What follows belongs to an exercise in optimizing a design on an open flow for small area; a production flow would make more cautious choices. Function was checked by simulation only, so behaviour that the tests miss may differ from the original. No activity file was given, so power comes from the tool's default toggle rates.

run 1:
// marlin_codec
module marlin_codec (
    input  wire        clk,
    input  wire        rst,
    input  wire        rx_valid,
    input  wire [7:0]  rx_byte,
    output wire        rx_result,
    output reg  [3:0]  rx_status,
    output wire [1:0]  msg_kind,
    output wire [15:0] msg_addr,
    output wire [7:0]  msg_bytelen,
    input  wire [7:0]  msg_idx,
    output wire [15:0] msg_word,
    input  wire        tx_req_valid,
    output wire        tx_req_ready,
    input  wire [1:0]  tx_cmd,
    input  wire [15:0] tx_addr,
    input  wire [1:0]  tx_ptype,
    input  wire [31:0] tx_data,
    input  wire        tx_wide,
    input  wire        tx_signed,
    input  wire [8:0]  tx_text_len,
    output wire [7:0]  txt_idx,
    input  wire [7:0]  txt_byte,
    output wire        tx_out_valid,
    input  wire        tx_out_ready,
    output reg  [7:0]  tx_out_byte,
    output reg  [1:0]  tx_status
);
Size: about 600 flip-flops, about 25000 µm² of cells after synthesis.
clock: 20.0 ns
lec_check: 0
cap_margin: 0
core_margin: 2
core_utilization: 62
place_density: 0.75
slew_margin: 0
synth_hierarchical: 1
standard.sh (not shown) runs the stock make flow with config.mk's settings and CLKGATE_MAP_FILE= SYNTH_SCRIPT=/design/flow/synth_recipe.tcl, a recipe that flattens the netlist after the stock synthesis.
==> flow/flow/run.sh <==
#!/bin/bash
# Standard ORFS layout with small port buffers and a clock tree without dummy loads.
set -euo pipefail
export BUFFER_PORTS_ARGS="-buffer_cell sky130_fd_sc_hd__buf_1"
export CTS_ARGS="-sink_clustering_enable -repair_clock_nets -dont_use_dummy_load -buf_list sky130_fd_sc_hd__clkbuf_16 -sink_clustering_size 30 -sink_clustering_max_diameter 80"
bash standard.sh > standard.log 2>&1
Modified inputs, run 2 compared to run 1
- CAP_MARGIN changed from 0 to 10
- SLEW_MARGIN changed from 0 to 10
Findings:
The number of DRC markers after the initial detailed-route iteration of run 1 and that of run 2 are within noise of each other. Between run 1 and run 2, the difference in cell area is negligible. | total power | run 1 vs run 2 | ≈ equal |. Between run 1 and run 2, the detail-routed net length per standard cell does not differ in any meaningful way. Between run 1 and run 2, number of diodes added for antenna fixing is higher for run 2, run 1 comes in under that. Changes observed in run 2 relative to run 1: detailed-routing wirelength on met1 has increased; static power due to leakage closely matched the old numbers; number of global-route vias before repair closely matched the old numbers.
Here is what was changed in the inputs of run 3 compared with run 2.
==> flow/flow/run.sh <==
#!/bin/bash
# Standard ORFS layout with small port buffers and a clock tree without dummy loads.
set -euo pipefail
export BUFFER_PORTS_ARGS="-buffer_cell sky130_fd_sc_hd__buf_1"
export REMOVE_ABC_BUFFERS=1
export CTS_ARGS="-sink_clustering_enable -repair_clock_nets -dont_use_dummy_load -buf_list sky130_fd_sc_hd__clkbuf_16 -sink_clustering_size 30 -sink_clustering_max_diameter 80"
bash standard.sh > standard.log 2>&1
### Flow results
The final layout from run 3, which completed every stage, passed the timing, design-rule and antenna checks at the end of the flow.
Compared to run 2, the routing of run 3 uses less wire.
Going from run 2 to run 3, number of gates resized after cts closely matched the old numbers, number of buffers inserted during clock tree synthesis down 1.
Global-route usage over all layers: run 3 vs run 2 down 0.44 points
Run 3 ended with less count of clock-buffer cells in the layout than run 2.
Run 3 ended with less power than run 2.
Final area: run 3 vs run 2, no meaningful difference

## v15
Another version of the RTL of marlin_codec (not shown whole).
Size: roughly 600 flip-flops, roughly 160 I/O pins, ~25000 um2 of cells after synthesis.
## marlin_codec
module marlin_codec (
    input  wire        clk,
    input  wire        rst,
    input  wire        rx_valid,
    input  wire [7:0]  rx_byte,
    output wire        rx_result,
    output reg  [3:0]  rx_status,
    output wire [1:0]  msg_kind,
    output wire [15:0] msg_addr,
    output wire [7:0]  msg_bytelen,
    input  wire [7:0]  msg_idx,
    output wire [15:0] msg_word,
    input  wire        tx_req_valid,
    output wire        tx_req_ready,
    input  wire [1:0]  tx_cmd,
    input  wire [15:0] tx_addr,
    input  wire [1:0]  tx_ptype,
    input  wire [31:0] tx_data,
    input  wire        tx_wide,
    input  wire        tx_signed,
    input  wire [8:0]  tx_text_len,
    output wire [7:0]  txt_idx,
    input  wire [7:0]  txt_byte,
    output wire        tx_out_valid,
    input  wire        tx_out_ready,
    output reg  [7:0]  tx_out_byte,
    output reg  [1:0]  tx_status
);
Settings: LEC_CHECK=0, CAP_MARGIN=20, CORE_MARGIN=2, CORE_UTILIZATION=62, PLACE_DENSITY=0.68, SLEW_MARGIN=20, SYNTH_HIERARCHICAL=1; clock period 20.0 ns.
==> flow/flow/run.sh <==
#!/bin/bash
# Standard ORFS layout with small port buffers and a clock tree without dummy loads.
set -euo pipefail
export BUFFER_PORTS_ARGS="-buffer_cell sky130_fd_sc_hd__buf_1"
export CTS_ARGS="-sink_clustering_enable -repair_clock_nets -dont_use_dummy_load -buf_list sky130_fd_sc_hd__clkbuf_16 -sink_clustering_size 30 -sink_clustering_max_diameter 80"
bash standard.sh > standard.log 2>&1
v15 | status: complete | timing, DRC, antenna: pass
--- input diff v15..v20 ---
Settings: SLEW_MARGIN: 20 -> 10; CAP_MARGIN: 20 -> 10.
==> comparison <==
Looking at v20 and v15, the clock-cell share of area is a wash.
Changes observed in v20 relative to v15: relative area change from synthesis to final layout down 0.22 points; global router's overall resource usage ~0 delta; routed metal-1 wire length now smaller.
As far as count of clock-net buffers in the final layout is concerned, v20 and v15 perform about the same.
Between v15 and v20, the final design area excluding fillers does not differ in any meaningful way.
v15 and v20 ended up with roughly the same buffer share of cell area.
Re sum of met3 wire segment lengths after detailed routing: v20 and v15 aren't equal, and the lower value belongs to v15.
v20 — final critical-path setup slack 0.14 ns lower, v15 as reference
For clock latency at the later pin of the worst-skew pair, v20 and v15 come out practically identical.
Here is what was changed in the inputs of v35 compared with v20.
Settings: PLACE_DENSITY now 0.75, was 0.68.
## What came out
- v35: all stages complete, timing, DRC and antenna checks passed
- v20 | stages: all done | timing, DRC, antenna: all pass
- Comparing v35 and v20, met2 usage in global routing is lower on v35.
- v35 and v20 ended up with nearly the same cell area after placement.
- Finished layout cell area delta (v20 -> v35): insignificant
- Compared with v20, v35 shows a lower slew at the pin closest to its max-slew limit.
- Summary of v35 over v20: portion of total power attributed to combinational logic comparable, number of clock buffers in the layout now smaller.
- Comparing v20 with v35, the final net count came out essentially unchanged.
- Sort v35 and v20 by length of routed wiring on met1 desc -> top: v20
- The setup slack of v35 is larger than that of v20.

==> afterwards: timing with drivers on the ports <==
No port has a modelled driver above. Below, the same layouts with a new extraction and two added sets of constraints. Step 1 sets driving cells, clkbuf_16 on the clock port and buf_2 on the other inputs (assumed; they add their load-dependent delay and slew). Step 2, shift: input delay + t, output delay - t, t = (earliest + latest rising clock arrival at the registers) / 2. This alone moves slack from input paths to output paths. Slacks: ideal / step 1 / step 2; pairs: ideal / step 1.
| run | t (ns) | slack for setup (ns) | pins driven straight from the clock port |
|---|---|---|---|
| run 1 | 0.641 | 7.466 / 7.382 / 7.382 | 1 |
| run 2 | 0.641 | 7.484 / 7.396 / 7.396 | 1 |
| run 3 | 0.632 | 7.517 / 7.489 / 7.489 | 1 |
| v15 | 0.637 | 7.750 / 7.691 / 7.691 | 1 |
| v20 | 0.648 | 7.611 / 7.584 / 7.584 | 1 |
| v35 | 0.641 | 7.729 / 7.691 / 7.691 | 1 |
After both steps every run listed still meets setup and hold. For run 2, which loses most, drivers alone change the setup slack by -0.088 ns; drivers and shift together by -0.088 ns.
